What follows belongs to an exercise in optimizing a design on an open flow for small area; a production flow would make more cautious choices.
Function was checked by simulation only, so behaviour that the tests miss may differ from the original.
No activity file was given, so power comes from the tool's default toggle rates.

===== flow/config.mk =====
export PLATFORM = sky130hd
export DESIGN_NAME = wblsm_core
export DESIGN_NICKNAME = wblsm_core
export VERILOG_FILES = /design/flow/design.v
export SDC_FILE = /design/flow/constraint.sdc
export NUM_CORES = 8
export LEC_CHECK = 0
export CAP_MARGIN = 20
export CORE_MARGIN = 2
export CORE_UTILIZATION = 70
export CTS_BUF_LIST = sky130_fd_sc_hd__clkbuf_8
export CTS_CLUSTER_DIAMETER = 50
export CTS_CLUSTER_SIZE = 20
export PLACE_DENSITY = 0.8
export SLEW_MARGIN = 20

===== flow/constraint.sdc =====
create_clock -name core_clock -period 12.0 [get_ports {clk}]
set_input_delay 2.4000 -clock core_clock [delete_from_list [all_inputs] [get_ports {clk}]]
set_output_delay 2.4000 -clock core_clock [all_outputs]
set_load 0.01 [all_outputs]

===== flow/design.v =====
module wblsm_core (
    input  wire        clk,
    input  wire        rst,
    input  wire [31:0] prog_len,
    output wire [31:0] prog_addr,
    input  wire [31:0] prog_data,
    output wire [1:0]  status,
    output wire [2:0]  cause,
    output wire [31:0] result,
    output wire [4:0]  depth
);
    reg [4:0] ph;
    reg       init;
    reg       zA;            
    reg [1:0] status_q;
    reg [2:0] cause_q;
    reg [4:0] sp;
    reg [3:0] fp;
    reg [1:0] stage;
    reg [4:0] cur;           
    reg [4:0] nx;
    reg       eqT, eqR;
    reg [3:0] bt;            
    reg       c_q, ic_q;
    reg       dirty;
    reg [31:0] D, Q, IP, R, B;
    reg        Rs;
    reg [32*14-1:0] L;       
    reg [32*8-1:0]  F;       
    reg [32*16-1:0] M;       
    reg [5:0]       A;       
    wire ph0 = (ph == 5'd0);
    wire ph1 = (ph == 5'd1);
    wire ph31 = (ph == 5'd31);
    wire halted = (status_q != 2'd0);
    wire run = ~init & ~halted;
    wire D0 = D[0];
    wire Q0 = Q[0];
    wire IP0 = IP[0];
    wire R0 = R[0];
    wire B0 = B[0];
    wire [13:0] Lo;
    wire [7:0]  Fo;
    wire [15:0] Mo;
    genvar g;
    generate
        for (g = 0; g < 14; g = g + 1) begin : lo
            assign Lo[g] = L[32*g];
        end
        for (g = 0; g < 8; g = g + 1) begin : fo
            assign Fo[g] = F[32*g];
        end
        for (g = 0; g < 16; g = g + 1) begin : mo
            assign Mo[g] = M[32*g];
        end
    endgenerate
    wire       V  = cur[4];
    wire [3:0] OP = cur[3:0];
    wire opLOAD  = V & (OP == 4'd0);
    wire opWRITE = V & (OP == 4'd1);
    wire opLC0   = V & (OP == 4'd2);
    wire opLC1   = V & (OP == 4'd3);
    wire opDUP   = V & (OP == 4'd4);
    wire opPOP   = V & (OP == 4'd5);
    wire opJMP   = V & (OP == 4'd6);
    wire opCALL  = V & (OP == 4'd7);
    wire opRET   = V & (OP == 4'd8);
    wire opPANIC = V & (OP == 4'd9);
    wire opADD   = V & (OP == 4'd10);
    wire opSUB   = V & (OP == 4'd11);
    wire opMUL   = V & (OP == 4'd12);
    wire opDIV   = V & (OP == 4'd13);
    wire opMOD   = V & (OP == 4'd14);
    wire isEND   = V & (OP == 4'd15);
    wire s0 = (stage == 2'd0);
    wire s1 = (stage == 2'd1);
    wire s2 = (stage == 2'd2);
    wire has1 = (sp != 5'd0);
    wire has2 = (sp[4:1] != 4'd0);
    wire sp1  = (sp == 5'd1);
    wire aLOAD  = opLOAD  & (~s0 | has1);
    wire aWRITE = opWRITE & (~s0 | has2);
    wire aLC    = opLC0 | opLC1;
    wire aDUP   = opDUP   & (~s0 | has1);
    wire aPOP   = opPOP   & has1;
    wire aJMP   = opJMP   & (~s0 | has1);
    wire aCALL  = opCALL  & (~s0 | has1);
    wire aRET   = opRET   & (~s0 | (fp != 4'd0));
    wire aADD   = opADD   & has2;
    wire aSUB   = opSUB   & has2;
    wire aMUL   = opMUL   & (~s0 | has2);
    wire aDIV   = opDIV   & (~s0 | has2);
    wire aMOD   = opMOD   & (~s0 | has2);
    wire aMD    = aMUL | aDIV | aMOD;
    wire isdiv  = aDIV | aMOD;
    wire [4:0] spn = s1 ? sp - 5'd1 : sp;
    wire spgtb = (spn > {1'b0, bt});
    wire iter  = s0 & aMD & ~dirty;
    wire clrp  = s0 & aMD & dirty;      
    wire wb    = s1 & aMD;
    wire ldP1  = s0 & aLOAD;
    wire ldP2  = s1 & aLOAD;
    wire dup   = aDUP;
    wire w1    = s0 & aWRITE;
    wire w2    = s1 & aWRITE;
    wire w3    = s2 & aWRITE;
    wire jE    = s0 & aJMP;
    wire cE    = s0 & aCALL;
    wire rE    = s0 & aRET;
    wire rPop  = s1 & aRET;
    wire ctlF  = (s1 & (aJMP | aCALL)) | (s2 & aRET);
    wire lc    = aLC;
    wire popx  = aPOP | jE | cE | rPop | w3;
    wire arith = aADD | aSUB;
    wire lpop  = popx | arith | w2 | wb;
    wire single = s0 & ~(aLOAD | aWRITE | aJMP | aCALL | aRET | aMD);
    wire fetch  = run & (single | ldP2 | wb | w3 | ctlF);
    wire Ale60  = (A <= 6'd60);
    wire Dzero  = zA & (A == 6'd0);
    wire fMEM = (ldP1 | w1) & ~(zA & Ale60);
    wire fSTK = lc & (sp == 5'd16);
    wire fFRM = cE & (fp == 4'd8);
    wire fDZ  = s0 & isdiv & Dzero;
    wire fault = fMEM | fSTK | fFRM | fDZ;
    wire haltnow = run & ph0 & s0 & (isEND | opPANIC | fault);
    wire dshift = ~halted & ~haltnow & ~(iter | (w1 & early));
    wire selQ = (popx & ~sp1) | arith | (wb & aDIV);
    wire selT = ldP2;
    wire rtap = R[{A[1:0], 3'b000}];
    wire selR = wb & ~aDIV;
    wire enB  = ~(init | lc | popx | ldP2 | dup | wb) | (wb & aMOD & Rs);
    wire sub  = aSUB;
    wire cin0 = aSUB | (lc & opLC1);
    wire sA = (selQ & Q0) | (selR & R0) | (selT & rtap) | (dup & dupbit & (~ph0 | dupok));
    wire sB = (D0 & enB) ^ sub;
    wire cu = ph0 ? cin0 : c_q;
    wire sum = sA ^ sB ^ cu;
    wire cnext = (sA & sB) | (sA & cu) | (sB & cu);
    wire        dv   = opDIV | opMOD;
    wire        bq   = Q[31];
    wire        abit = dv & bq;
    wire        m    = dv | bq;
    wire        dsub = dv & (ph0 | ~Rs);
    wire [32:0] Xop  = {R, abit};
    wire [32:0] Yop  = {dsub, (D | {32{dsub}}) & ~({32{dsub}} & D) & ({32{m}} | {32{dsub}})};
    wire [20:0] cc;
    wire [33:20] c0, c1;
    assign cc[0] = dsub;
    assign c0[20] = 1'b0;
    assign c1[20] = 1'b1;
    generate
        for (g = 0; g < 20; g = g + 1) begin : rca
            assign cc[g+1] = (Xop[g] & Yop[g]) | (cc[g] & (Xop[g] ^ Yop[g]));
        end
        for (g = 20; g < 33; g = g + 1) begin : csa
            assign c0[g+1] = (Xop[g] & Yop[g]) | (c0[g] & (Xop[g] ^ Yop[g]));
            assign c1[g+1] = (Xop[g] & Yop[g]) | (c1[g] & (Xop[g] ^ Yop[g]));
        end
    endgenerate
    wire [32:0] S33  = Xop ^ Yop ^ {cc[20] ? c1[32:20] : c0[32:20], cc[19:0]};
    wire        qbit = ~S33[32];
    wire        early = (ph[4:3] < A[1:0]);
    wire [3:0]  midx  = A[5:2] + {3'd0, early};
    wire [15:0] msel;
    generate
        for (g = 0; g < 16; g = g + 1) begin : ms
            assign msel[g] = (midx == g);
        end
    endgenerate
    wire membit = Mo[midx];
    wire [15:0] ent = {1'b0, Lo, Q0};
    wire [4:0]  spm1 = sp - 5'd1;
    wire dupok  = zA & (A[5:4] == 2'd0) & ({1'b0, A[3:0]} < spm1);
    wire dupbit = ent[A[3:0]];
    wire icu = ph0 | ic_q;
    wire incbit = IP0 ^ icu;
    wire ip_in = init ? 1'b0 :
                 fetch ? incbit :
                 (jE | cE) ? (eqT ? IP0 : D0) :
                 rE ? (eqR ? IP0 : Fo[0]) :
                 IP0;
    reg  ge_q;
    wire plb  = prog_len[ph];
    wire geu  = ph0 | ge_q;
    wire gen  = (IP0 & ~plb) | (~(IP0 ^ plb) & geu);
    wire isop = (prog_data[31:4] == 28'd0) & (prog_data[3:0] != 4'hF);
    wire ph03 = (ph[4:2] == 3'd0);
    wire B_in = cE ? (ph03 ? spm1[ph[1:0]] : bt[0]) : rE ? B[4] : B0;
    wire Qin = lc ? D0 : lpop ? Lo[0] : Q0;
    wire rin = (ldP1 & membit) | (ldP2 & R0);
    always @(posedge clk) begin
        if (dshift) D <= {sum, D[31:1]};
        if (iter) Q <= {Q[30:0], qbit};
        else      Q <= {Qin, Q[31:1]};
        if (iter) begin
            R  <= S33[31:0];
            Rs <= S33[32];
        end else begin
            R  <= {rin, R[31:1]};
            Rs <= (wb & aMOD) ? Rs : 1'b0;
        end
        IP <= {ip_in, IP[31:1]};
        B  <= {B_in, B[31:1]};
        if (cE | (rE & ph03)) bt <= {B0, bt[3:1]};
        c_q  <= cnext;
        ic_q <= IP0 & icu;
    end
    generate
        for (g = 0; g < 14; g = g + 1) begin : lst
            wire prev = (g == 0) ? Q0 : Lo[(g == 0) ? 0 : g - 1];
            wire next = (g == 13) ? Lo[13] : Lo[(g == 13) ? 13 : g + 1];
            wire lin = lc ? prev : lpop ? next : Lo[g];
            always @(posedge clk) L[32*g +: 32] <= {lin, L[32*g+1 +: 31]};
        end
        for (g = 0; g < 8; g = g + 1) begin : fst
            wire prev = (g == 0) ? IP0 : Fo[(g == 0) ? 0 : g - 1];
            wire next = (g == 7) ? Fo[7] : Fo[(g == 7) ? 7 : g + 1];
            wire fin = cE ? prev : rE ? next : Fo[g];
            always @(posedge clk) F[32*g +: 32] <= {fin, F[32*g+1 +: 31]};
        end
        for (g = 0; g < 16; g = g + 1) begin : mst
            wire we  = init | (w2 & msel[g]);
            wire min = we ? (D0 & ~init) : Mo[g];
            always @(posedge clk) M[32*g +: 32] <= {min, M[32*g+1 +: 31]};
        end
    endgenerate
    always @(posedge clk) begin
        if (rst) begin
            ph       <= 5'd0;
            init     <= 1'b1;
            status_q <= 2'd0;
            cause_q  <= 3'd0;
            sp       <= 5'd0;
            fp       <= 4'd0;
            stage    <= 2'd0;
            cur      <= 5'd0;
        end else begin
            ph <= ph + 5'd1;
            if (haltnow) begin
                if (isEND) status_q <= 2'd1;
                else if (opPANIC) status_q <= 2'd2;
                else begin
                    status_q <= 2'd3;
                    cause_q  <= fDZ ? 3'd1 : fMEM ? 3'd2 : fSTK ? 3'd3 : 3'd4;
                end
            end
            if (init & ph31) init <= 1'b0;
            if (ph31) dirty <= run & ldP2;
            if (run & ph31) begin
                if (lc) sp <= sp + 5'd1;
                else if (lpop) sp <= sp - 5'd1;
                if (cE) fp <= fp + 4'd1;
                else if (rE) fp <= fp - 4'd1;
                if (fetch) begin
                    stage <= 2'd0;
                    cur   <= gen ? 5'b11111 : nx;
                end else if (clrp) begin
                    stage <= 2'd0;
                end else if (aRET) begin
                    stage <= spgtb ? 2'd1 : 2'd2;
                end else begin
                    stage <= stage + 2'd1;
                end
            end
        end
    end
    always @(posedge clk) begin
        if (fetch) begin
            if (ph1) nx <= {isop, prog_data[3:0]};
            if (ph31) A <= (nx == 5'b10001) ? Q[6:1] : D[6:1];
            else if (ph0 & dup & ~dupok) A[3:0] <= 4'hF;
            zA <= (ph0 | zA) & ((ph < 5'd6) | ~((nx == 5'b10001) ? Qin : sum));
            ge_q <= gen;
            eqT <= (ph0 | eqT) & (sum == IP0);
            eqR <= (ph0 | eqR) & (Fo[0] == IP0);
        end
    end
    assign prog_addr = IP;
    assign status    = status_q;
    assign cause     = cause_q;
    assign result    = D;
    assign depth     = sp;
endmodule

===== flow/flow/run.sh =====
#!/bin/bash
# The standard layout (the standard.sh, unchanged synthesis), with
# sky130_fd_sc_hd__buf_1 as the port buffers and no dummy clock loads.
set -euo pipefail
export BUFFER_PORTS_ARGS="-buffer_cell sky130_fd_sc_hd__buf_1"
export CTS_ARGS="-sink_clustering_enable -repair_clock_nets -sink_clustering_size 20 -sink_clustering_max_diameter 50 -buf_list sky130_fd_sc_hd__clkbuf_8 -dont_use_dummy_load"
bash standard.sh > standard.log 2>&1

===== flow/standard.sh =====
#!/bin/bash
# synth_recipe.tcl (not shown) runs the flow's synth.tcl, then flattens the netlist and writes it again
# the make line also repeats each setting of config.mk as NAME=value (left out here)
make -C /OpenROAD-flow-scripts/flow DESIGN_CONFIG=/design/flow/config.mk WORK_HOME=/design/flow/orfs CLKGATE_MAP_FILE= SYNTH_SCRIPT=/design/flow/synth_recipe.tcl "${@:-finish}"

==> summary.txt, run 1 <==
Worst setup path
  – Worst EP arrival: 11.93 ns
  – Setup CP Type: flip-flop to flip-flop
  – CP peak stage delay: 0.43 ns
  – CP dominant cell by count: fa_1
  – Worst-path fanout max: 5
  – Setup crit end kind: flip-flop
  – CP max stage cell: fa_1
  – CP required: 12.39 ns
  – Type of origin of the critical path: flip-flop

Floorplanning
  – Core Area: 0.0491 sq mm
  – Initial Util: 0.709
  – Die width: 227 um
  – I/O pin cnt: 140
  – Die area: 0.0515 sq mm
  – Die Ht: 227 um
  – Rows: 81

STA
  – Worst-Margin Slew: 1.02 ns
  – RSZ-0062 raised after global routing: no
  – Final setup fails: 0
  – Setup tns final: 0 ns
  – Min Tclk post-route: 11.54 ns
  – Post-route clock period utilization: 0.961
  – Slew HR: 0.311
  – Hold slack: 0.285 ns
  – Final Hold Viols: 0
  – Slew Limit Fails: 0
  – Worst Skew: 0.0682 ns
  – Fmax: 86.7 MHz

Clock network
  – CTS tree: built
  – Worst-path clk slew: 0.11 ns
  – Clock network latency to the later pin of the worst-skew pair: 0.72 ns
  – H-tree Lvls: 3
  – Num CTS Buffers: 85
  – Sink Count: 1426
  – CTS Root Cell: clkbuf_8
  – Max clock buf depth: 3

GRT
  – First-pass GRT wire length: 84200 um
  – Initial antenna violation count: 1
  – Grt ovf: 0
  – Vias in the first global route: 15900
  – All-Layer GR Usage: 0.213
  – Largest net degree at the start of global routing: 96

Yosys
  – #FFs+latches synth: 1426
  – Ys async rst share: 0
  – Syn Area/Cell: 15.0 sq um
  – Synth area leader: dfxtp_1
  – Largest cells by area after synthesis: dfxtp_1 (79%), edfxtp_1 (4.6%), nand2_1 (2.3%)
  – Primary FF master, synth: dfxtp_1
  – Ys Warns: 1
  – Synth Net Count: 2439
  – Distinct cell type count of the synthesized netlist: 76
  – Mapped cell area: 0.0348 sq mm
  – Register area share after synthesis: 0.836
  – EDFF count, synth: 53
  – Share of the synthesized area in the top cell type: 0.790
  – Syn Inst Count: 2313

Routing
  – Vias per cell: 4.99
  – Drt pass-1 iters: 5
  – Post-DRT Antenna Nets: 0
  – Residual DRC count: 0
  – Routed length per instance: 16.9 um
  – Routed WL: 53400 um
  – Vias after detailed routing: 15800
  – Number of DRC markers in iteration 0: 934

Power and ir drop
  – P_leak: 0.0144 uW
  – Max IR drop VDD: 166 uV
  – Power per cell area: 180 mW/mm^2
  – Tot Pwr: 6700 uW

Run status
  – Run status: timing/DRC/antenna clean

Cells and area
  – Commonest non-fill, non-tap cell in the layout: dfxtp_1
  – Most frequent cells in the layout: dfxtp_1 (1373), nand2_1 (217), buf_1 (139)
  – Fin cells: 3166
  – Layout area overhead: 7.06%
  – Share of cells above drive strength 1: 0.0636
  – Final #Nets: 2627
  – Filler instances: 2867

Min path
  – Hold Path Class: flip-flop to flip-flop

Place
  – Port buffer count: 139
  – GP Congestion: 0.846
  – Placed instance count: 3078
  – DP Wirelength: 34900 um

Job
  – MaxCap Viol Count: 0
## sequential cells by signal, summed over array words and instances (netlist names), 2 cells and up
signal    count
A             6
B            32
D            32
F           256
IP           32
L           448
M           512
Q            32
R            32
bt            4
cause_q       3
cur           5
fp            4
nx            5
ph            5
sp            5
stage         2
status_q      2
## power breakdown
group          switching (uW)  internal (uW)
registers               0.618           4760
clock network            1260            641
logic                    21.4           18.1
## final timing paths
kind | startpoint | slack (ns) | cells after the start | to
setup / recovery | ph[4]$_SDFF_PP0_ | 0.46 | 38 | Rs$_SDFFCE_PN0P_
hold / removal | L[423]$_DFF_P_ | 0.29 | 0 | L[422]$_DFF_P_
setup reg to reg | ph[4]$_SDFF_PP0_ | 0.46 | 38 | Rs$_SDFFCE_PN0P_
hold reg to reg | L[423]$_DFF_P_ | 0.29 | 0 | L[422]$_DFF_P_
## cells in the mapped netlist, drive strengths merged (24+ instances only)
| cell | number |
|---|---|
| dfxtp | 1373 |
| nand2 | 217 |
| nor2 | 82 |
| o21ai | 81 |
| a21oi | 57 |
| edfxtp | 53 |
| inv | 46 |
| mux2i | 38 |
| clkbuf | 37 |
| ha | 37 |
| buf | 24 |
## cell families (layout without fill, tap and decap cells)
group | Yosys count | after routing | share of synthesized area
adders and majority gates | 60 | 60 | 0.0265
xor gates and xnor gates | 31 | 31 | 0.00780
muxes | 64 | 64 | 0.0258
and+or+nand+nor | 423 | 423 | 0.0555
other | 0 | 3 | 0
AOI/OAI and AO/OA | 202 | 202 | 0.0360
DFF | 1426 | 1426 | 0.836
buffers and inverters | 107 | 293 | 0.0128
## metrics by stage
| step | setup slack [ns] | utilization | area (sq um) |
|---|---|---|---|
| global placement | 0.351 | 0.735 | 36100 |
| detailed placement | 0.0780 | 0.735 | 36100 |
| finish | 0.463 | 0.760 | 37300 |
| floorplan | 0.173 | - | 34800 |
| global route | 0.0175 | 0.759 | 37300 |
| CTS | 0.0679 | 0.759 | 37200 |
## per-layer routing
layer / vias up / track usage / part of all wire
li1: 7855 / - / -
met1: 7541 / 0.298 / 0.47
met4: 0 / 0.0649 / 0.024
met5: - / 0 / 0
met3: 90 / 0.0485 / 0.051
met2: 325 / 0.338 / 0.46
## worst max-delay path: cells and delay by family, from the launching register on
family	cells	cell delay (ns)
adders and majority gates	21	8.13
and+or+nand+nor	8	1.24
AOI/OAI and AO/OA	5	1.04
DFF	1	0.33
xor gates and xnor gates	2	0.30
buffers and inverters	2	0.19
## cell type report
cell class,count,area [sq um],area share
Sequential cell,1426,29100,0.780
Timing Repair Buffer,162,694,0.0186
Tap cell,664,831,0.0223
Multi-Input combinational cell,780,5310,0.142
Antenna cell,3,7.51,0.000201
Inverter,46,173,0.00463
Clock buffer,85,1170,0.0314
## what timing repair did
item                       4_1_cts  5_1_grt
resized for setup                0        6
hold buffers                     0        0
setup endpoints to repair        0        3
buffers inserted                 0        0
==> run 2, diff against run 1 <==
--- a/flow/config.mk
+++ b/flow/config.mk
@@ -6,10 +6,10 @@
 export NUM_CORES = 8
 export LEC_CHECK = 0
-export CAP_MARGIN = 20
+export CAP_MARGIN = 5
 export CORE_MARGIN = 2
-export CORE_UTILIZATION = 70
+export CORE_UTILIZATION = 65
 export CTS_BUF_LIST = sky130_fd_sc_hd__clkbuf_8
 export CTS_CLUSTER_DIAMETER = 50
 export CTS_CLUSTER_SIZE = 20
-export PLACE_DENSITY = 0.8
-export SLEW_MARGIN = 20
+export PLACE_DENSITY = 0.75
+export SLEW_MARGIN = 5
==> run 2 against run 1 <==
Against the previous run: global-route usage fell by 2.5 points; critical path depth did not move; utilization fell by 5.2 points; flip-flop and latch count did not move; clock power is essentially flat; via count is 1.2% lower; routed wire length decreased by 4.6%; non-clock buffer count up 2; area after synthesis unchanged; die area increased by 7.6%; hold slack got worse by 0.0057 ns; critical endpoint unchanged; largest power group unchanged; highest routed layer is now met5.
==> summary.txt, run 2 <==
Power and ir drop
  – Power per cell area: 180 mW/mm^2 (about the same)
  – Max IR drop VDD: 145 uV (was 166 uV)
  – P_leak: 0.0145 uW (was 0.0144 uW)

Worst setup path
  – Setup crit end kind: flip-flop (unchanged)
  – CP required: 12.37 ns (was 12.39 ns)
  – FF-to-FF path depth: 38 (unchanged)
  – Worst EP arrival: 11.82 ns (was 11.93 ns)
  – Worst-path fanout max: 5 (unchanged)
  – CP dominant cell by count: fa_1 (unchanged)
  – Type of origin of the critical path: flip-flop (unchanged)
  – Setup CP Type: flip-flop to flip-flop (unchanged)
  – CP peak stage delay: 0.44 ns (was 0.43 ns)
  – CP max stage cell: fa_1 (unchanged)

Yosys
  – Commonest cells in the netlist: dfxtp_1 (1373), nand2_1 (217), nor2_1 (82) (unchanged)
  – EDFF count, synth: 53 (unchanged)
  – Mapped cell area: 0.0348 sq mm (unchanged)
  – Primary FF master, synth: dfxtp_1 (unchanged)
  – #FFs+latches synth: 1426 (unchanged)
  – Distinct cell type count of the synthesized netlist: 76 (unchanged)
  – Ys Warns: 1 (unchanged)
  – Ys async rst share: 0 (unchanged)
  – Most frequent cell after synthesis: dfxtp_1 (unchanged)
  – Syn Inst Count: 2313 (unchanged)
  – Synth area leader: dfxtp_1 (unchanged)
  – Syn Area/Cell: 15.0 sq um (unchanged)
  – Register area share after synthesis: 0.836 (unchanged)
  – Largest cells by area after synthesis: dfxtp_1 (79%), edfxtp_1 (4.6%), nand2_1 (2.3%) (unchanged)
  – Synth Net Count: 2439 (unchanged)
  – Share of the synthesized area in the top cell type: 0.790 (unchanged)

Run status
  – Run status: timing/DRC/antenna clean (unchanged)

Min path
  – Hold Path Class: flip-flop to flip-flop (unchanged)
  – WHS Path Cells: 0 (unchanged)

Routing
  – Number of DRC markers in iteration 0: 755 (was 934)
  – Vias after detailed routing: 15600 (was 15800)
  – Post-DRT Antenna Nets: 0 (unchanged)
  – Vias per cell: 4.89 (was 4.99)
  – Routed length per instance: 16.0 um (was 16.9 um)
  – Drt pass-1 iters: 5 (unchanged)
  – Residual DRC count: 0 (unchanged)
  – Routed WL: 51000 um (was 53400 um)

STA
  – Slew HR: 0.439 (was 0.311)
  – Hold slack: 0.279 ns (was 0.285 ns)
  – Worst-Margin Slew: 0.842 ns (was 1.02 ns)
  – Setup tns final: 0 ns (unchanged)
  – Post-route clock period utilization: 0.954 (was 0.961)
  – Worst Skew: 0.0832 ns (was 0.0682 ns)
  – Min Tclk post-route: 11.45 ns (was 11.54 ns)
  – Fmax: 87.3 MHz (was 86.7 MHz)
  – RSZ-0062 raised after global routing: no (unchanged)
  – Final setup fails: 0 (unchanged)
  – Slew Limit Fails: 0 (unchanged)
  – Final Hold Viols: 0 (unchanged)
  – Setup ws final: 0.548 ns (was 0.463 ns)

Cells and area
  – Commonest non-fill, non-tap cell in the layout: dfxtp_1 (unchanged)
  – Footprint of the multi-input gates: 0.00531 sq mm (about the same)
  – Max reg flops: 512 (unchanged)
  – Most frequent cells in the layout: dfxtp_1 (1373), nand2_1 (217), buf_1 (139) (unchanged)
  – Largest Register: M (unchanged)
  – Filler instances: 3430 (was 2867)
  – Register area: 0.0291 sq mm (unchanged)
  – Top flop regs: M: 512 flops, L: 448 flops, F: 256 flops (unchanged)
  – Final #Nets: 2633 (was 2627)
  – Share of cells above drive strength 1: 0.0659 (was 0.0636)
  – Layout area overhead: 7.34% (was 7.06%)
  – Fin cells: 3194 (was 3166)

Floorplanning
  – I/O pin cnt: 140 (unchanged)
  – Rows: 84 (was 81)
  – Die Ht: 235 um (was 227 um)
  – Initial Util: 0.660 (was 0.709)
  – Die area: 0.0554 sq mm (was 0.0515 sq mm)
  – Core Area: 0.0528 sq mm (was 0.0491 sq mm)
  – Die width: 235 um (was 227 um)

GRT
  – Vias in the first global route: 15600 (was 15900)
  – Largest net degree at the start of global routing: 96 (unchanged)
  – All-Layer GR Usage: 0.189 (was 0.213)
  – Grt ovf: 0 (unchanged)
  – Initial antenna violation count: 2 (was 1)
  – First-pass GRT wire length: 82500 um (was 84200 um)

Clock network
  – Num CTS Buffers: 89 (was 85)
  – H-tree Lvls: 3 (unchanged)
  – Max clock buf depth: 3 (unchanged)
  – Sink Count: 1426 (unchanged)
  – Clock network latency to the later pin of the worst-skew pair: 0.71 ns (was 0.72 ns)
  – CTS tree: built (unchanged)
  – CTS Root Cell: clkbuf_8 (unchanged)
  – Worst-path clk slew: 0.11 ns (about the same)
  – # hold bufs at CTS: 0 (unchanged)

Job
  – MaxCap Viol Count: 0 (unchanged)

Place
  – GP Congestion: 0.835 (was 0.846)
  – Dpl ws: 0.0931 ns (was 0.0780 ns)
  – DP Wirelength: 33200 um (was 34900 um)
  – Port buffer count: 139 (unchanged)
  – Placed instance count: 3103 (was 3078)
==> run 2: path summary, 6_finish.rpt <==
check                         from          endpoint  slack [ns]
setup / recovery  ph[4]$_SDFF_PP0_  Rs$_SDFFCE_PN0P_        0.55
hold / removal       L[77]$_DFF_P_     L[76]$_DFF_P_        0.28
setup reg to reg  ph[4]$_SDFF_PP0_  Rs$_SDFFCE_PN0P_        0.55
hold reg to reg      L[77]$_DFF_P_     L[76]$_DFF_P_        0.28
==> run 2: through the flow <==
stage | power, uW | util | instance area, sq um
finish | 6730 | 0.708 | 37400
global route | 6960 | 0.708 | 37400
CTS | 6790 | 0.707 | 37300
detailed placement | 4910 | 0.684 | 36100
global placement | 4910 | 0.684 | 36100
floorplan | 4890 | - | 34800
==> run 2: area by class of cell <==
class / count / area share
Antenna cell: 1 / 0.0000670
Clock buffer: 89 / 0.0328
Inverter: 46 / 0.00462
Multi-Input combinational cell: 780 / 0.142
Sequential cell: 1426 / 0.778
Tap cell: 688 / 0.0230
Timing Repair Buffer: 164 / 0.0190
==> run 2: routing by layer <==
| layer | part of all wire | wire [um] | global-route usage |
|---|---|---|---|
| met1 | 0.50 | 25400 | 0.274 |
| met2 | 0.43 | 22000 | 0.282 |
| met3 | 0.047 | 2390 | 0.0463 |
| met4 | 0.023 | 1180 | 0.0591 |
| met5 | 0.00024 | 12 | 0 |
==> run 2: logic make-up after synthesis <==
logic type | synth area share
AOI/OAI and AO/OA | 0.0360
xor gates and xnor gates | 0.00780
adders and majority gates | 0.0265
buffers and inverters | 0.0128
DFF | 0.836
muxes | 0.0258
and+or+nand+nor | 0.0555
==> run 2: repair_timing <==
action	4_1_cts	5_1_grt
setup endpoints to repair	0	3
gates resized for setup	0	6
buffers inserted	0	1
==> run 2: power breakdown <==
part,internal [uW],switching (uW)
clock network,669,1260
registers,4760,0.703
logic,18.3,22.6
==> run 2: worst max-delay path: cells and delay by family, from the launching register on <==
family                     cells  cell delay, ns
AOI/OAI and AO/OA              5            1.09
xor gates and xnor gates       2            0.30
adders and majority gates     21            8.11
buffers and inverters          2            0.13
DFF                            1            0.38
and+or+nand+nor                8            1.13
==> run 3, diff against run 2 <==
--- a/flow/config.mk
+++ b/flow/config.mk
@@ -6,5 +6,5 @@
 export NUM_CORES = 8
 export LEC_CHECK = 0
-export CAP_MARGIN = 5
+export CAP_MARGIN = 0
 export CORE_MARGIN = 2
 export CORE_UTILIZATION = 65
@@ -13,3 +13,3 @@
 export CTS_CLUSTER_SIZE = 20
 export PLACE_DENSITY = 0.75
-export SLEW_MARGIN = 5
+export SLEW_MARGIN = 0
==> run 3 against run 2 <==
Against the previous run: first-iteration DRC count stayed put; non-clock buffer count stayed put; still clean; via count stayed put; critical path depth stayed put; utilization stayed put; die area stayed put; worst setup slack stayed put; largest cell class unchanged; hold slack stayed put.
==> summary.txt, run 3 <==
STA
  – RSZ-0062 raised after global routing: no (unchanged)
  – Final setup fails: 0 (unchanged)
  – Setup tns final: 0 ns (unchanged)
  – Fmax: 87.3 MHz (unchanged)
  – Final Hold Viols: 0 (unchanged)
  – Worst-Margin Slew: 0.842 ns (unchanged)
  – Min Tclk post-route: 11.45 ns (unchanged)
  – Slew HR: 0.439 (unchanged)
  – Slew Limit Fails: 0 (unchanged)
  – Worst Skew: 0.0832 ns (unchanged)
  – Hold slack: 0.279 ns (unchanged)
  – Post-route clock period utilization: 0.954 (unchanged)

GRT
  – Grt ovf: 0 (unchanged)
  – Initial antenna violation count: 2 (unchanged)
  – First-pass GRT wire length: 82500 um (unchanged)
  – Largest net degree at the start of global routing: 96 (unchanged)
  – All-Layer GR Usage: 0.189 (unchanged)
  – Vias in the first global route: 15600 (unchanged)

Routing
  – Vias per cell: 4.89 (unchanged)
  – Routed length per instance: 16.0 um (unchanged)
  – Drt pass-1 iters: 5 (unchanged)
  – Residual DRC count: 0 (unchanged)
  – Routed WL: 51000 um (unchanged)
  – Post-DRT Antenna Nets: 0 (unchanged)
  – Number of DRC markers in iteration 0: 755 (unchanged)
  – Vias after detailed routing: 15600 (unchanged)

Floorplanning
  – I/O pin cnt: 140 (unchanged)
  – Initial Util: 0.660 (unchanged)
  – Core Area: 0.0528 sq mm (unchanged)
  – Die width: 235 um (unchanged)
  – Rows: 84 (unchanged)
  – Die area: 0.0554 sq mm (unchanged)
  – Die Ht: 235 um (unchanged)

Yosys
  – #FFs+latches synth: 1426 (unchanged)
  – Ys Warns: 1 (unchanged)
  – Commonest cells in the netlist: dfxtp_1 (1373), nand2_1 (217), nor2_1 (82) (unchanged)
  – Syn Area/Cell: 15.0 sq um (unchanged)
  – Most frequent cell after synthesis: dfxtp_1 (unchanged)
  – Largest cells by area after synthesis: dfxtp_1 (79%), edfxtp_1 (4.6%), nand2_1 (2.3%) (unchanged)
  – Primary FF master, synth: dfxtp_1 (unchanged)
  – Share of the synthesized area in the top cell type: 0.790 (unchanged)
  – Distinct cell type count of the synthesized netlist: 76 (unchanged)
  – Synth area leader: dfxtp_1 (unchanged)
  – Ys async rst share: 0 (unchanged)
  – Mapped cell area: 0.0348 sq mm (unchanged)
  – Register area share after synthesis: 0.836 (unchanged)
  – Syn Inst Count: 2313 (unchanged)
  – Synth Net Count: 2439 (unchanged)
  – EDFF count, synth: 53 (unchanged)

Worst setup path
  – CP max stage cell: fa_1 (unchanged)
  – CP required: 12.37 ns (about the same)
  – Setup crit end kind: flip-flop (unchanged)
  – CP dominant cell by count: fa_1 (unchanged)
  – Worst-path fanout max: 5 (unchanged)
  – Worst EP arrival: 11.82 ns (about the same)
  – Setup CP Type: flip-flop to flip-flop (unchanged)
  – Type of origin of the critical path: flip-flop (unchanged)
  – CP peak stage delay: 0.44 ns (about the same)

Clock network
  – Num CTS Buffers: 89 (unchanged)
  – Max clock buf depth: 3 (unchanged)
  – CTS Root Cell: clkbuf_8 (unchanged)
  – Sink Count: 1426 (unchanged)
  – H-tree Lvls: 3 (unchanged)
  – CTS tree: built (unchanged)
  – Worst-path clk slew: 0.11 ns (about the same)
  – Clock network latency to the later pin of the worst-skew pair: 0.71 ns (about the same)

Run status
  – Run status: timing/DRC/antenna clean (unchanged)

Cells and area
  – Layout area overhead: 7.34% (unchanged)
  – Commonest non-fill, non-tap cell in the layout: dfxtp_1 (unchanged)
  – Final #Nets: 2633 (unchanged)
  – Filler instances: 3430 (unchanged)
  – Max reg flops: 512 (unchanged)
  – Fin cells: 3194 (unchanged)
  – Share of cells above drive strength 1: 0.0659 (unchanged)
  – Largest Register: M (unchanged)
  – Most frequent cells in the layout: dfxtp_1 (1373), nand2_1 (217), buf_1 (139) (unchanged)
  – Top flop regs: M: 512 flops, L: 448 flops, F: 256 flops (unchanged)

Place
  – DP Wirelength: 33200 um (unchanged)
  – Port buffer count: 139 (unchanged)
  – Placed instance count: 3103 (unchanged)
  – GP Congestion: 0.835 (unchanged)

Power and ir drop
  – Power per cell area: 180 mW/mm^2 (unchanged)
  – Max IR drop VDD: 145 uV (unchanged)
  – P_leak: 0.0145 uW (unchanged)

Min path
  – Hold Path Class: flip-flop to flip-flop (unchanged)

Job
  – MaxCap Viol Count: 0 (unchanged)
## run 3: cell counts after synthesis
No cell type changed its count.
## run 3: path summary, 6_finish.rpt
path         slack [ns]          endpoint  depth (start not counted)              from
max                0.55  Rs$_SDFFCE_PN0P_                         38  ph[4]$_SDFF_PP0_
min                0.28     L[76]$_DFF_P_                          0     L[77]$_DFF_P_
max reg2reg        0.55  Rs$_SDFFCE_PN0P_                         38  ph[4]$_SDFF_PP0_
min reg2reg        0.28     L[76]$_DFF_P_                          0     L[77]$_DFF_P_
## run 3: cell type report
type / count / area [sq um] / share of cell area
diodes: 1 / 2.50 / 0.0000670
multi-input cells: 780 / 5310 / 0.142
flip-flops and latches: 1426 / 29100 / 0.778
inverters: 46 / 173 / 0.00462
repair buffers: 164 / 709 / 0.0190
clock buffers: 89 / 1220 / 0.0328
well taps: 688 / 861 / 0.0230
## run 3: timing repair
action	in CTS	in global routing
buffers inserted	0	1
gates resized for setup	0	6
endpoints found under the setup margin	0	3
hold buffers	0	0
## run 3: metrics by stage
| stage | area [sq um] | utilization | power [uW] | worst slack (ns) |
|---|---|---|---|---|
| 2_1_floorplan | 34800 | - | 4890 | 0.173 |
| 3_3_place_gp | 36100 | 0.684 | 4910 | 0.305 |
| 3_5_place_dp | 36100 | 0.684 | 4910 | 0.0931 |
| 4_1_cts | 37300 | 0.707 | 6790 | 0.128 |
| 5_1_grt | 37400 | 0.708 | 6960 | 0.0310 |
| 6_report | 37400 | 0.708 | 6730 | 0.548 |
## run 3: report_power, final
group          switching [uW]  internal [uW]
sequential              0.703           4760
combinational            22.6           18.3
clock                    1260            669
## run 3: layer usage
metal	share of wire	vias up	wire (um)	GRT usage
li1	-	7852	-	-
met1	0.50	7429	25400	0.274
met4	0.023	2	1180	0.0591
met2	0.43	266	22000	0.282
met5	0.00024	-	12	0
met3	0.047	77	2390	0.0463
## run 3: kinds of logic (layout without fill, tap and decap cells)
group | after synthesis | in the layout | synth area share
AOI/OAI and AO/OA | 202 | 202 | 0.0360
muxes | 64 | 64 | 0.0258
adders and majority gates | 60 | 60 | 0.0265
buffers and inverters | 107 | 299 | 0.0128
and+or+nand+nor | 423 | 423 | 0.0555
other | 0 | 1 | 0
xor gates and xnor gates | 31 | 31 | 0.00780
DFF | 1426 | 1426 | 0.836
## run 3: worst max-delay path, delay by kind of cell (launching register included)
family	cells	cell delay, ns
compound gates	5	1.09
buf+inv	2	0.13
simple gates	8	1.13
fa+ha+maj	21	8.11
xor+xnor	2	0.30
flops	1	0.38
==> run 4, diff against run 3 <==
--- a/flow/config.mk
+++ b/flow/config.mk
@@ -6,5 +6,5 @@
 export NUM_CORES = 8
 export LEC_CHECK = 0
-export CAP_MARGIN = 0
+export CAP_MARGIN = 20
 export CORE_MARGIN = 2
 export CORE_UTILIZATION = 65
@@ -13,3 +13,3 @@
 export CTS_CLUSTER_SIZE = 20
 export PLACE_DENSITY = 0.75
-export SLEW_MARGIN = 0
+export SLEW_MARGIN = 20
==> run 4 against run 3 <==
Against the previous run: synthesized cell count is the same; clock skew is the same; critical path depth did not move; die area did not move; clock power is essentially flat; flip-flop and latch count is the same; hold slack unchanged; cell area stayed put; sequential power barely moved; via count unchanged; cell count unchanged; largest cell class unchanged; largest power group unchanged.
==> summary.txt, run 4 <==
Yosys
  – Largest cells by area after synthesis: dfxtp_1 (79%), edfxtp_1 (4.6%), nand2_1 (2.3%) (unchanged)
  – Mapped cell area: 0.0348 sq mm (unchanged)
  – Share of the synthesized area in the top cell type: 0.790 (unchanged)
  – Syn Area/Cell: 15.0 sq um (unchanged)
  – Most frequent cell after synthesis: dfxtp_1 (unchanged)
  – Synth Area in Adders: 0.0265 (unchanged)
  – Post-Synth Simple-Gate Area: 0.0555 (unchanged)
  – Synth area leader: dfxtp_1 (unchanged)
  – Post-Synth XOR/XNOR Area: 0.00780 (unchanged)
  – Largest family of logic cells by synthesized area: simple AND/OR/NAND/NOR gates (unchanged)
  – Mux share of post-synthesis cell area: 0.0258 (unchanged)
  – Register area share after synthesis: 0.836 (unchanged)
  – Ys async rst share: 0 (unchanged)
  – Commonest cells in the netlist: dfxtp_1 (1373), nand2_1 (217), nor2_1 (82) (unchanged)
  – Post-synthesis compound-gate area fraction: 0.0360 (unchanged)
  – Syn Inst Count: 2313 (unchanged)
  – EDFF count, synth: 53 (unchanged)
  – Distinct cell type count of the synthesized netlist: 76 (unchanged)
  – Synth Net Count: 2439 (unchanged)
  – Ys Warns: 1 (unchanged)
  – Primary FF master, synth: dfxtp_1 (unchanged)
  – #FFs+latches synth: 1426 (unchanged)

Worst setup path
  – Worst-path fanout max: 5 (unchanged)
  – CP dominant cell by count: fa_1 (unchanged)
  – Type of origin of the critical path: flip-flop (unchanged)
  – Setup crit end kind: flip-flop (unchanged)
  – CP required: 12.37 ns (about the same)
  – CP peak stage delay: 0.44 ns (about the same)
  – Worst EP arrival: 11.82 ns (about the same)
  – Setup CP Type: flip-flop to flip-flop (unchanged)
  – CP max stage cell: fa_1 (unchanged)

Place
  – DP Wirelength: 33200 um (unchanged)
  – Port buffer count: 139 (unchanged)
  – GP Congestion: 0.835 (unchanged)

Floorplanning
  – Die area: 0.0554 sq mm (unchanged)
  – Initial Util: 0.660 (unchanged)
  – I/O pin cnt: 140 (unchanged)
  – Die Ht: 235 um (unchanged)
  – Core Area: 0.0528 sq mm (unchanged)
  – Die width: 235 um (unchanged)
  – Rows: 84 (unchanged)

Routing
  – Drt pass-1 iters: 5 (unchanged)
  – Vias per cell: 4.89 (unchanged)
  – Top routing layer in use: met5 (unchanged)
  – Residual DRC count: 0 (unchanged)
  – Number of DRC markers in iteration 0: 755 (unchanged)
  – Routed length per instance: 16.0 um (unchanged)
  – WL met1: 25400 um (unchanged)
  – Post-DRT Antenna Nets: 0 (unchanged)
  – Vias after detailed routing: 15600 (unchanged)
  – Routed WL: 51000 um (unchanged)
  – Met2 WL: 22000 um (unchanged)
  – Routed wl met3: 2390 um (unchanged)

STA
  – Hold slack: 0.279 ns (unchanged)
  – Setup tns final: 0 ns (unchanged)
  – Final setup fails: 0 (unchanged)
  – Slew Limit Fails: 0 (unchanged)
  – Final Hold Viols: 0 (unchanged)
  – RSZ-0062 raised after global routing: no (unchanged)
  – Slew HR: 0.439 (unchanged)
  – Fmax: 87.3 MHz (unchanged)
  – Post-route clock period utilization: 0.954 (unchanged)
  – Min Tclk post-route: 11.45 ns (unchanged)
  – Worst-Margin Slew: 0.842 ns (unchanged)
  – Worst Skew: 0.0832 ns (unchanged)

Cells and area
  – Largest Register: M (unchanged)
  – Final #Nets: 2633 (unchanged)
  – Top flop regs: M: 512 flops, L: 448 flops, F: 256 flops (unchanged)
  – Most frequent cells in the layout: dfxtp_1 (1373), nand2_1 (217), buf_1 (139) (unchanged)
  – Layout Utilization: 0.708 (unchanged)
  – Layout area overhead: 7.34% (unchanged)
  – Share of cells above drive strength 1: 0.0659 (unchanged)
  – Commonest non-fill, non-tap cell in the layout: dfxtp_1 (unchanged)
  – Max reg flops: 512 (unchanged)

Power and ir drop
  – Max IR drop VDD: 145 uV (unchanged)
  – Comb power frac: 0.006 (about the same)
  – Switch share: 0.191 (unchanged)
  – P_leak: 0.0145 uW (unchanged)
  – Power per cell area: 180 mW/mm^2 (unchanged)
  – Switching pwr: 1280 uW (unchanged)
  – Sequential share of power: 0.707 (about the same)
  – Tot Pwr: 6730 uW (unchanged)
  – Pint: 5440 uW (unchanged)
  – Clk network pwr share: 0.287 (about the same)

GRT
  – First-pass GRT wire length: 82500 um (unchanged)
  – All-Layer GR Usage: 0.189 (unchanged)
  – Initial antenna violation count: 2 (unchanged)
  – Grt ovf: 0 (unchanged)
  – Vias in the first global route: 15600 (unchanged)
  – Largest net degree at the start of global routing: 96 (unchanged)

Clock network
  – Max clock buf depth: 3 (unchanged)
  – Sink Count: 1426 (unchanged)
  – H-tree Lvls: 3 (unchanged)
  – CTS tree: built (unchanged)
  – Num CTS Buffers: 89 (unchanged)
  – Clock network latency to the later pin of the worst-skew pair: 0.71 ns (about the same)
  – CTS Root Cell: clkbuf_8 (unchanged)
  – Worst-path clk slew: 0.11 ns (about the same)

Min path
  – Hold Path Class: flip-flop to flip-flop (unchanged)

Job
  – MaxCap Viol Count: 0 (unchanged)

Run status
  – Run status: timing/DRC/antenna clean (unchanged)
-- run 4: cell counts after synthesis --
Identical to the previous run, type by type.
-- run 4: worst paths after layout --
path	start	endpoint	slack (ns)	cells past startpoint
setup / recovery	ph[4]$_SDFF_PP0_	Rs$_SDFFCE_PN0P_	0.55	38
hold / removal	L[77]$_DFF_P_	L[76]$_DFF_P_	0.28	0
setup reg to reg	ph[4]$_SDFF_PP0_	Rs$_SDFFCE_PN0P_	0.55	38
hold reg to reg	L[77]$_DFF_P_	L[76]$_DFF_P_	0.28	0
-- run 4: kinds of logic after synthesis --
kind of cell / Yosys count
multiplexers: 64
flip-flops: 1426
buffers and inverters: 107
AO/OA/AOI/OAI: 202
AND/OR/NAND/NOR: 423
adder cells (fa/ha/maj): 60
XOR/XNOR: 31
-- run 4: cell type report --
cell class | instances | area [sq um]
Antenna cell | 1 | 2.50
Clock buffer | 89 | 1220
Tap cell | 688 | 861
Sequential cell | 1426 | 29100
Inverter | 46 | 173
Timing Repair Buffer | 164 | 709
Multi-Input combinational cell | 780 | 5310
Fill cell | 3430 | 15400
-- run 4: worst max-delay path, delay by kind of cell, from the launching register on --
family	cells	cell delay [ns]
compound gates	5	1.09
xor+xnor	2	0.30
fa+ha+maj	21	8.11
simple gates	8	1.13
buf+inv	2	0.13
flops	1	0.38
-- run 4: per-stage QoR --
step	cell area, sq um	cells	setup slack (ns)
5_1_grt	37400	3194	0.0310
2_1_floorplan	34800	2313	0.173
4_1_cts	37300	3192	0.128
6_report	37400	3194	0.548
3_5_place_dp	36100	3103	0.0931
3_3_place_gp	36100	3103	0.305
-- run 4: repair_timing --
action | CTS | global route
hold buffers | 0 | 0
resized for setup | 0 | 6
hold endpoints to repair | 0 | 0
setup buffers | 0 | 1
setup endpoints to repair | 0 | 3
-- run 4: power by group through the flow --
stage               clock [uW]  combinational (uW)  sequential (uW)
floorplan                    0                19.7             4870
global placement             0                40.4             4870
detailed placement           0                41.3             4870
CTS                       2000                41.6             4760
global route              2150                44.9             4760
finish                    1930                40.9             4760
-- run 4: per-layer routing --
metal	vias up	GRT usage
met5	-	0
met4	2	0.0591
met3	77	0.0463
met2	266	0.282
met1	7429	0.274
li1	7852	-
==> run 5, diff against run 4 <==
--- a/flow/design.v
+++ b/flow/design.v
@@ -21,5 +21,4 @@
     reg [4:0] nx;
     reg       eqT, eqR;
-    reg [3:0] bt;            
     reg       c_q, ic_q;
     reg       dirty;
@@ -30,4 +29,5 @@
     reg [32*16-1:0] M;       
     reg [5:0]       A;       
+    wire [3:0]      bt = A[3:0];
     wire ph0 = (ph == 5'd0);
     wire ph1 = (ph == 5'd1);
@@ -202,5 +202,4 @@
         IP <= {ip_in, IP[31:1]};
         B  <= {B_in, B[31:1]};
-        if (cE | (rE & ph03)) bt <= {B0, bt[3:1]};
         c_q  <= cnext;
         ic_q <= IP0 & icu;
@@ -266,4 +265,5 @@
     end
     always @(posedge clk) begin
+        if (cE | (rE & ph03)) A[3:0] <= {B0, A[3:1]};
         if (fetch) begin
             if (ph1) nx <= {isop, prog_data[3:0]};
--- a/flow/config.mk
+++ b/flow/config.mk
@@ -8,8 +8,8 @@
 export CAP_MARGIN = 20
 export CORE_MARGIN = 2
-export CORE_UTILIZATION = 65
+export CORE_UTILIZATION = 60
 export CTS_BUF_LIST = sky130_fd_sc_hd__clkbuf_8
 export CTS_CLUSTER_DIAMETER = 50
 export CTS_CLUSTER_SIZE = 20
-export PLACE_DENSITY = 0.75
+export PLACE_DENSITY = 0.7
 export SLEW_MARGIN = 20
==> run 5 against run 4 <==
Against the previous run: flip-flop and latch count is 4 lower; cell area is 0.45% lower; hold slack got worse by 0.030 ns; first-iteration DRC count is 2.9% lower.
==> summary.txt, run 5 <==
Yosys
  – Primary FF master, synth: dfxtp_1 (unchanged)
  – EDFF count, synth: 45 (was 53)
  – Synth area leader: dfxtp_1 (unchanged)
  – Commonest cells in the netlist: dfxtp_1 (1377), nand2_1 (207), nor2_1 (84) (was dfxtp_1 (1373), nand2_1 (217), nor2_1 (82))
  – Syn Inst Count: 2280 (was 2313)
  – Share of the synthesized area in the top cell type: 0.799 (was 0.790)
  – Mapped cell area: 0.0345 sq mm (was 0.0348 sq mm)
  – Most frequent cell after synthesis: dfxtp_1 (unchanged)
  – Ys async rst share: 0 (unchanged)
  – Synth Net Count: 2406 (was 2439)
  – Ys Warns: 1 (unchanged)
  – Distinct cell type count of the synthesized netlist: 67 (was 76)
  – #FFs+latches synth: 1422 (was 1426)
  – Syn Area/Cell: 15.1 sq um (was 15.0 sq um)
  – Register area share after synthesis: 0.838 (was 0.836)
  – Largest cells by area after synthesis: dfxtp_1 (80%), edfxtp_1 (3.9%), nand2_1 (2.3%) (was dfxtp_1 (79%), edfxtp_1 (4.6%), nand2_1 (2.3%))

Place
  – Port buffer count: 139 (unchanged)
  – DP Wirelength: 31600 um (was 33200 um)
  – GP Congestion: 0.865 (was 0.835)

Routing
  – Vias after detailed routing: 15400 (was 15600)
  – Drt pass-1 iters: 5 (unchanged)
  – Residual DRC count: 0 (unchanged)
  – Number of DRC markers in iteration 0: 733 (was 755)
  – Post-DRT Antenna Nets: 0 (unchanged)
  – Vias per cell: 4.77 (was 4.89)
  – Routed length per instance: 15.2 um (was 16.0 um)
  – Routed WL: 49100 um (was 51000 um)

Worst setup path
  – Critical R2R Launch: ph[1]$_SDFF_PP0_ (was ph[4]$_SDFF_PP0_)
  – Flop2flop setup slack: 0.55 ns (about the same)
  – Setup CP Type: flip-flop to flip-flop (unchanged)
  – CP peak stage delay: 0.43 ns (was 0.44 ns)
  – Setup crit end kind: flip-flop (unchanged)
  – Worst EP arrival: 11.83 ns (was 11.82 ns)
  – CP max stage cell: fa_1 (unchanged)
  – CP required: 12.38 ns (was 12.37 ns)
  – Worst path bufs/invs: 3 (was 2)
  – Top delay family on crit path: adder cells (unchanged)
  – Type of origin of the critical path: flip-flop (unchanged)
  – Worst-path fanout max: 4 (was 5)
  – FF-to-FF path depth: 39 (was 38)
  – CP dominant cell by count: fa_1 (unchanged)
  – Reg2reg end: Rs$_SDFFCE_PN0P_ (unchanged)

STA
  – Final Hold Viols: 0 (unchanged)
  – RSZ-0062 raised after global routing: no (unchanged)
  – Worst Skew: 0.117 ns (was 0.0832 ns)
  – Slew Limit Fails: 0 (unchanged)
  – Post-route clock period utilization: 0.954 (about the same)
  – Setup tns final: 0 ns (unchanged)
  – Fmax: 87.3 MHz (about the same)
  – Worst-Margin Slew: 0.876 ns (was 0.842 ns)
  – Final setup fails: 0 (unchanged)
  – Slew HR: 0.416 (was 0.439)
  – Min Tclk post-route: 11.45 ns (about the same)

GRT
  – Initial antenna violation count: 1 (was 2)
  – Grt ovf: 0 (unchanged)
  – All-Layer GR Usage: 0.167 (was 0.189)
  – First-pass GRT wire length: 78700 um (was 82500 um)
  – Largest net degree at the start of global routing: 93 (was 96)
  – Vias in the first global route: 15000 (was 15600)

Cells and area
  – Top flop regs: M: 512 flops, L: 448 flops, F: 256 flops (unchanged)
  – Final #Nets: 2602 (was 2633)
  – Largest Register: M (unchanged)
  – Filler instances: 3981 (was 3430)
  – Share of cells above drive strength 1: 0.0687 (was 0.0659)
  – Commonest non-fill, non-tap cell in the layout: dfxtp_1 (unchanged)
  – Footprint of the multi-input gates: 0.00520 sq mm (was 0.00531 sq mm)
  – Most frequent cells in the layout: dfxtp_1 (1376), nand2_1 (206), buf_1 (139) (was dfxtp_1 (1373), nand2_1 (217), buf_1 (139))
  – Max reg flops: 512 (unchanged)
  – Layout area overhead: 7.82% (was 7.34%)
  – Register area: 0.0289 sq mm (was 0.0291 sq mm)

Clock network
  – CTS Root Cell: clkbuf_8 (unchanged)
  – Max clock buf depth: 3 (unchanged)
  – Worst-path clk slew: 0.10 ns (was 0.11 ns)
  – Num CTS Buffers: 91 (was 89)
  – H-tree Lvls: 3 (unchanged)
  – CTS tree: built (unchanged)
  – Sink Count: 1422 (was 1426)
  – Clock network latency to the later pin of the worst-skew pair: 0.72 ns (was 0.71 ns)

Run status
  – Run status: timing/DRC/antenna clean (unchanged)

Floorplanning
  – Rows: 87 (was 84)
  – I/O pin cnt: 140 (unchanged)
  – Die Ht: 244 um (was 235 um)
  – Initial Util: 0.609 (was 0.660)
  – Die area: 0.0594 sq mm (was 0.0554 sq mm)
  – Die width: 244 um (was 235 um)
  – Core Area: 0.0566 sq mm (was 0.0528 sq mm)

Power and ir drop
  – Power per cell area: 180 mW/mm^2 (about the same)
  – P_leak: 0.0146 uW (was 0.0145 uW)
  – Max IR drop VDD: 146 uV (was 145 uV)
  – Tot Pwr: 6710 uW (was 6730 uW)

Job
  – MaxCap Viol Count: 0 (unchanged)

Min path
  – Hold Path Class: flip-flop to flip-flop (unchanged)
  – WHS Path Cells: 0 (unchanged)
  – Hold path start: M[398]$_DFF_P_ (was L[77]$_DFF_P_)
  – Hold EP: M[397]$_DFF_P_ (was L[76]$_DFF_P_)
run 5: cell types whose count changed after synthesis, moves of 5 or more:
cell,change
mux2i_1,+10
nand4_1,+7
or3_1,-5
o221a_2,+5
clkbuf_1,+10
nor3_1,-11
nand2_1,-10
edfxtp_1,-8
a211oi_1,-8
buf_2,-12
nand3_1,-9
run 5: worst max path at each step:
stage / startpoint / endpoint / slack [ns] / depth (start not counted)
after global routing: ph[1]$_SDFF_PP0_ / Rs$_SDFFCE_PN0P_ / 0.02 / 39
final: ph[1]$_SDFF_PP0_ / Rs$_SDFFCE_PN0P_ / 0.55 / 39
after global placement: cur[3]$_SDFFE_PP0P_ / Rs$_SDFFCE_PN0P_ / 0.38 / 37
after floorplan: ph[0]$_SDFF_PP0_ / Rs$_SDFFCE_PN0P_ / 0.23 / 40
after CTS: cur[3]$_SDFFE_PP0P_ / Rs$_SDFFCE_PN0P_ / 0.22 / 37
after detailed placement: cur[3]$_SDFFE_PP0P_ / Rs$_SDFFCE_PN0P_ / 0.21 / 37
run 5: cell families after synthesis:
kind of cell	Yosys count	synth area share
multiplexers	73	0.0276
adder cells (fa/ha/maj)	60	0.0268
flip-flops	1422	0.838
buffers and inverters	104	0.0126
AND/OR/NAND/NOR	387	0.0499
XOR/XNOR	35	0.00889
AO/OA/AOI/OAI	199	0.0358
run 5: layout make-up:
cell class,count,area share
repair buffers,163,0.0189
diodes,2,0.000135
inverters,44,0.00444
flip-flops and latches,1422,0.778
clock buffers,91,0.0337
well taps,756,0.0254
multi-input cells,754,0.140
run 5: worst reg2reg max path, delay by kind of cell (launching register included):
kind,cells,cell delay (ns)
compound gates,4,0.95
xor+xnor,3,0.43
fa+ha+maj,22,8.31
buf+inv,3,0.22
flops,1,0.34
simple gates,7,0.90
run 5: repair_timing:
action	4_1_cts	5_1_grt
endpoints found under the hold margin	0	0
resized for setup	0	9
hold buffers	0	0
buffers inserted	0	1
endpoints found under the setup margin	0	2
run 5: metrics by stage:
step                      cell area [sq um]   util  std cells  setup WS (ns)  hold WS, ns
after floorplan                       34500      -       2280          0.226        0.310
after global placement                35900  0.634       3138          0.383        0.310
after detailed placement              35900  0.634       3138          0.212        0.312
after CTS                             37100  0.656       3229          0.219        0.246
after global routing                  37200  0.657       3231         0.0163        0.241
final                                 37200  0.657       3232          0.550        0.250
run 5: report_power, final:
group | total (uW) | internal [uW] | switching (uW)
Sequential | 4740 | 4740 | 0.467
Combinational | 34.7 | 16.2 | 18.5
Clock | 1940 | 682 | 1260
Total | 6710 | 5440 | 1270
run 5: per-layer routing:
layer  vias to the layer above  GRT usage  part of all wire
met1                      7343      0.241              0.49
met5                         -          0                 0
met4                         0     0.0603             0.028
met3                        97     0.0386             0.044
met2                       243      0.250              0.43
li1                       7719          -                 -
==> run 6, diff against run 5 <==
--- a/flow/config.mk
+++ b/flow/config.mk
@@ -8,8 +8,8 @@
 export CAP_MARGIN = 20
 export CORE_MARGIN = 2
-export CORE_UTILIZATION = 60
+export CORE_UTILIZATION = 70
 export CTS_BUF_LIST = sky130_fd_sc_hd__clkbuf_8
 export CTS_CLUSTER_DIAMETER = 50
 export CTS_CLUSTER_SIZE = 20
-export PLACE_DENSITY = 0.7
+export PLACE_DENSITY = 0.8
 export SLEW_MARGIN = 20
==> run 6 against run 5 <==
Against the previous run: clock power hardly changed; critical path depth grew 1; sequential share of layout area up 0.27 points; sequential power about the same; die area shrank 14%; cell area decreased by 0.33%; first-iteration DRC count increased by 23%; largest cell class unchanged.
==> summary.txt, run 6 <==
Yosys
  – Syn Area/Cell: 15.1 sq um (unchanged)
  – Register area share after synthesis: 0.838 (unchanged)
  – Largest cells by area after synthesis: dfxtp_1 (80%), edfxtp_1 (3.9%), nand2_1 (2.3%) (unchanged)
  – EDFF count, synth: 45 (unchanged)
  – Synth area leader: dfxtp_1 (unchanged)
  – Primary FF master, synth: dfxtp_1 (unchanged)
  – Syn Inst Count: 2280 (unchanged)
  – Ys async rst share: 0 (unchanged)
  – Distinct cell type count of the synthesized netlist: 67 (unchanged)
  – Synth Net Count: 2406 (unchanged)
  – Mapped cell area: 0.0345 sq mm (unchanged)
  – Share of the synthesized area in the top cell type: 0.799 (unchanged)
  – #FFs+latches synth: 1422 (unchanged)
  – Ys Warns: 1 (unchanged)
  – Commonest cells in the netlist: dfxtp_1 (1377), nand2_1 (207), nor2_1 (84) (unchanged)
  – Most frequent cell after synthesis: dfxtp_1 (unchanged)

Worst setup path
  – FF-to-FF path depth: 40 (was 39)
  – CP required: 12.33 ns (was 12.38 ns)
  – Type of origin of the critical path: flip-flop (unchanged)
  – Worst-path fanout max: 4 (unchanged)
  – CP max stage cell: fa_1 (unchanged)
  – Critical Path Source: ph[0]$_SDFF_PP0_ (was ph[1]$_SDFF_PP0_)
  – CP dominant cell by count: fa_1 (unchanged)
  – Critical R2R Launch: ph[0]$_SDFF_PP0_ (was ph[1]$_SDFF_PP0_)
  – Setup CP Type: flip-flop to flip-flop (unchanged)
  – Worst EP arrival: 11.83 ns (about the same)
  – Setup crit end kind: flip-flop (unchanged)
  – CP peak stage delay: 0.43 ns (about the same)
  – Reg2reg end: Rs$_SDFFCE_PN0P_ (unchanged)
  – Flop2flop setup slack: 0.50 ns (was 0.55 ns)

Power and ir drop
  – Sequential share of power: 0.705 (was 0.706)
  – Pint: 5420 uW (was 5440 uW)
  – Power per cell area: 181 mW/mm^2 (was 180 mW/mm^2)
  – Switch share: 0.193 (was 0.190)
  – Switching pwr: 1300 uW (was 1270 uW)
  – Max IR drop VDD: 160 uV (was 146 uV)
  – Clk network pwr share: 0.289 (about the same)
  – P_leak: 0.0146 uW (about the same)
  – Tot Pwr: 6720 uW (was 6710 uW)
  – Comb power frac: 0.006 (was 0.005)

GRT
  – Initial antenna violation count: 1 (unchanged)
  – First-pass GRT wire length: 83700 um (was 78700 um)
  – Largest net degree at the start of global routing: 93 (unchanged)
  – Vias in the first global route: 15800 (was 15000)
  – Grt ovf: 0 (unchanged)
  – All-Layer GR Usage: 0.214 (was 0.167)

Run status
  – Run status: timing/DRC/antenna clean (unchanged)

Cells and area
  – Most frequent cells in the layout: dfxtp_1 (1374), nand2_1 (206), buf_1 (139) (was dfxtp_1 (1376), nand2_1 (206), buf_1 (139))
  – Final #Nets: 2598 (was 2602)
  – Largest Register: M (unchanged)
  – Max reg flops: 512 (unchanged)
  – Top flop regs: M: 512 flops, L: 448 flops, F: 256 flops (unchanged)
  – Layout area overhead: 7.46% (was 7.82%)
  – Share of cells above drive strength 1: 0.0696 (was 0.0687)
  – Commonest non-fill, non-tap cell in the layout: dfxtp_1 (unchanged)
  – Filler instances: 2861 (was 3981)

STA
  – Final setup fails: 0 (unchanged)
  – Worst-Margin Slew: 0.825 ns (was 0.876 ns)
  – Final Hold Viols: 0 (unchanged)
  – Slew HR: 0.449 (was 0.416)
  – RSZ-0062 raised after global routing: no (unchanged)
  – Min Tclk post-route: 11.50 ns (was 11.45 ns)
  – Fmax: 87.0 MHz (was 87.3 MHz)
  – Worst Skew: 0.0831 ns (was 0.117 ns)
  – Slew Limit Fails: 0 (unchanged)
  – Setup tns final: 0 ns (unchanged)
  – Post-route clock period utilization: 0.958 (was 0.954)

Floorplanning
  – Die width: 226 um (was 244 um)
  – Die area: 0.0511 sq mm (was 0.0594 sq mm)
  – I/O pin cnt: 140 (unchanged)
  – Rows: 81 (was 87)
  – Core Area: 0.0487 sq mm (was 0.0566 sq mm)
  – Initial Util: 0.708 (was 0.609)
  – Die Ht: 226 um (was 244 um)

Clock network
  – CTS Root Cell: clkbuf_8 (unchanged)
  – # hold bufs at CTS: 0 (unchanged)
  – Sink Count: 1422 (unchanged)
  – Worst-path clk slew: 0.10 ns (about the same)
  – H-tree Lvls: 3 (unchanged)
  – CTS tree: built (unchanged)
  – Max clock buf depth: 3 (unchanged)
  – Clock network latency to the later pin of the worst-skew pair: 0.71 ns (was 0.72 ns)
  – Num CTS Buffers: 89 (was 91)

Min path
  – WHS Path Cells: 0 (unchanged)
  – Hold EP: B[0]$_DFF_P_ (was M[397]$_DFF_P_)
  – Hold Path Class: flip-flop to flip-flop (unchanged)
  – Hold path start: B[1]$_DFF_P_ (was M[398]$_DFF_P_)

Job
  – MaxCap Viol Count: 0 (unchanged)

Routing
  – Vias after detailed routing: 15700 (was 15400)
  – Drt pass-1 iters: 5 (unchanged)
  – Routed length per instance: 17.0 um (was 15.2 um)
  – Post-DRT Antenna Nets: 0 (unchanged)
  – Residual DRC count: 0 (unchanged)
  – Routed WL: 53200 um (was 49100 um)
  – Number of DRC markers in iteration 0: 904 (was 733)
  – Vias per cell: 4.99 (was 4.77)

Place
  – DP Wirelength: 34100 um (was 31600 um)
  – Port buffer count: 139 (unchanged)
  – GP Congestion: 0.828 (was 0.865)
## run 6: area by class of cell
type                       count  area (sq um)  area share
timing repair buffer         161           687      0.0185
inverter                      44           165     0.00446
clock buffer                  89          1220      0.0330
multi-input combinational    754          5230       0.141
antenna                        1          2.50   0.0000675
sequential                  1422         28900       0.780
tap                          664           831      0.0224
## run 6: timing repair
action | in CTS | in global routing
setup endpoints to repair | 0 | 3
gates resized for setup | 0 | 17
buffers inserted | 0 | 1
## run 6: layer usage
metal | global-route usage | up-vias | part of all wire
li1 | - | 7717 | -
met1 | 0.296 | 7483 | 0.46
met2 | 0.344 | 365 | 0.47
met3 | 0.0386 | 88 | 0.049
met4 | 0.0765 | 0 | 0.024
met5 | 0 | - | 0
## run 6: worst max-delay path by stage
stage                            end  slack, ns  depth (start not counted)
finish              Rs$_SDFFCE_PN0P_       0.50                         40
detailed placement  Rs$_SDFFCE_PN0P_       0.12                         38
floorplan           Rs$_SDFFCE_PN0P_       0.23                         40
CTS                 Rs$_SDFFCE_PN0P_       0.03                         39
global route        Rs$_SDFFCE_PN0P_       0.03                         40
global placement    Rs$_SDFFCE_PN0P_       0.38                         38
## run 6: metrics by stage
step,util,setup WS (ns),instance area (sq um),hold WS [ns],instances
after floorplan,-,0.226,34500,0.310,2280
after global placement,0.734,0.379,35800,0.310,3044
after detailed placement,0.734,0.117,35800,0.312,3044
after CTS,0.759,0.0275,37000,0.273,3133
after global routing,0.760,0.0252,37100,0.257,3135
final,0.760,0.503,37100,0.277,3135
## run 6: critical path: cells and delay by family (launching register included)
kind,cells,cell delay [ns]
AO/OA/AOI/OAI,4,0.75
adder cells (fa/ha/maj),22,8.46
XOR/XNOR,3,0.43
AND/OR/NAND/NOR,7,0.79
buffers and inverters,4,0.36
flip-flops,1,0.37
## run 6: power by group through the flow
stage               sequential [uW]  combinational, uW  clock [uW]
floorplan                      4850               18.3           0
global route                   4740               42.1        2150
global placement               4850               35.1           0
CTS                            4740               37.5        2000
detailed placement             4850               37.2           0
finish                         4740               38.6        1950
## run 6: logic make-up (layout without fill, tap and decap cells)
| logic type | after synthesis | count (layout) | share of synthesized area |
|---|---|---|---|
| mux | 73 | 73 | 0.0276 |
| xor+xnor | 35 | 35 | 0.00889 |
| buf+inv | 104 | 294 | 0.0126 |
| compound gates | 199 | 199 | 0.0358 |
| simple gates | 387 | 387 | 0.0499 |
| fa+ha+maj | 60 | 60 | 0.0268 |
| flops | 1422 | 1422 | 0.838 |
| other cells | 0 | 1 | 0 |

-- what the ideal ports hide --
The flow's constraints put no driver on any port. The routed layouts listed below were extracted and timed again, unchanged, in two steps. Step 1 assumes that a clkbuf_16 drives the clock port and a buf_2 every other input. Step 2 moves the port delays by t, midway between the first and last clock arrival at a register: inputs arrive t later, outputs are due t later. That takes back most of the time a late clock gives input paths. Three values: ideal, step 1, step 2; two values: the first two.
run | t (ns) | setup slack, ns | latest minus earliest clock arrival (ns)
run 1 | 0.742 | 0.463 / 0.463 / 0.463 | 0.071 / 0.071
run 2 | 0.726 | 0.548 / 0.548 / 0.548 | 0.089 / 0.088
run 3 | 0.726 | 0.548 / 0.548 / 0.548 | 0.089 / 0.088
run 4 | 0.726 | 0.548 / 0.548 / 0.548 | 0.089 / 0.088
run 5 | 0.719 | 0.550 / 0.550 / 0.550 | 0.118 / 0.118
run 6 | 0.719 | 0.503 / 0.503 / 0.503 | 0.084 / 0.083
After both steps every run listed still meets setup and hold.
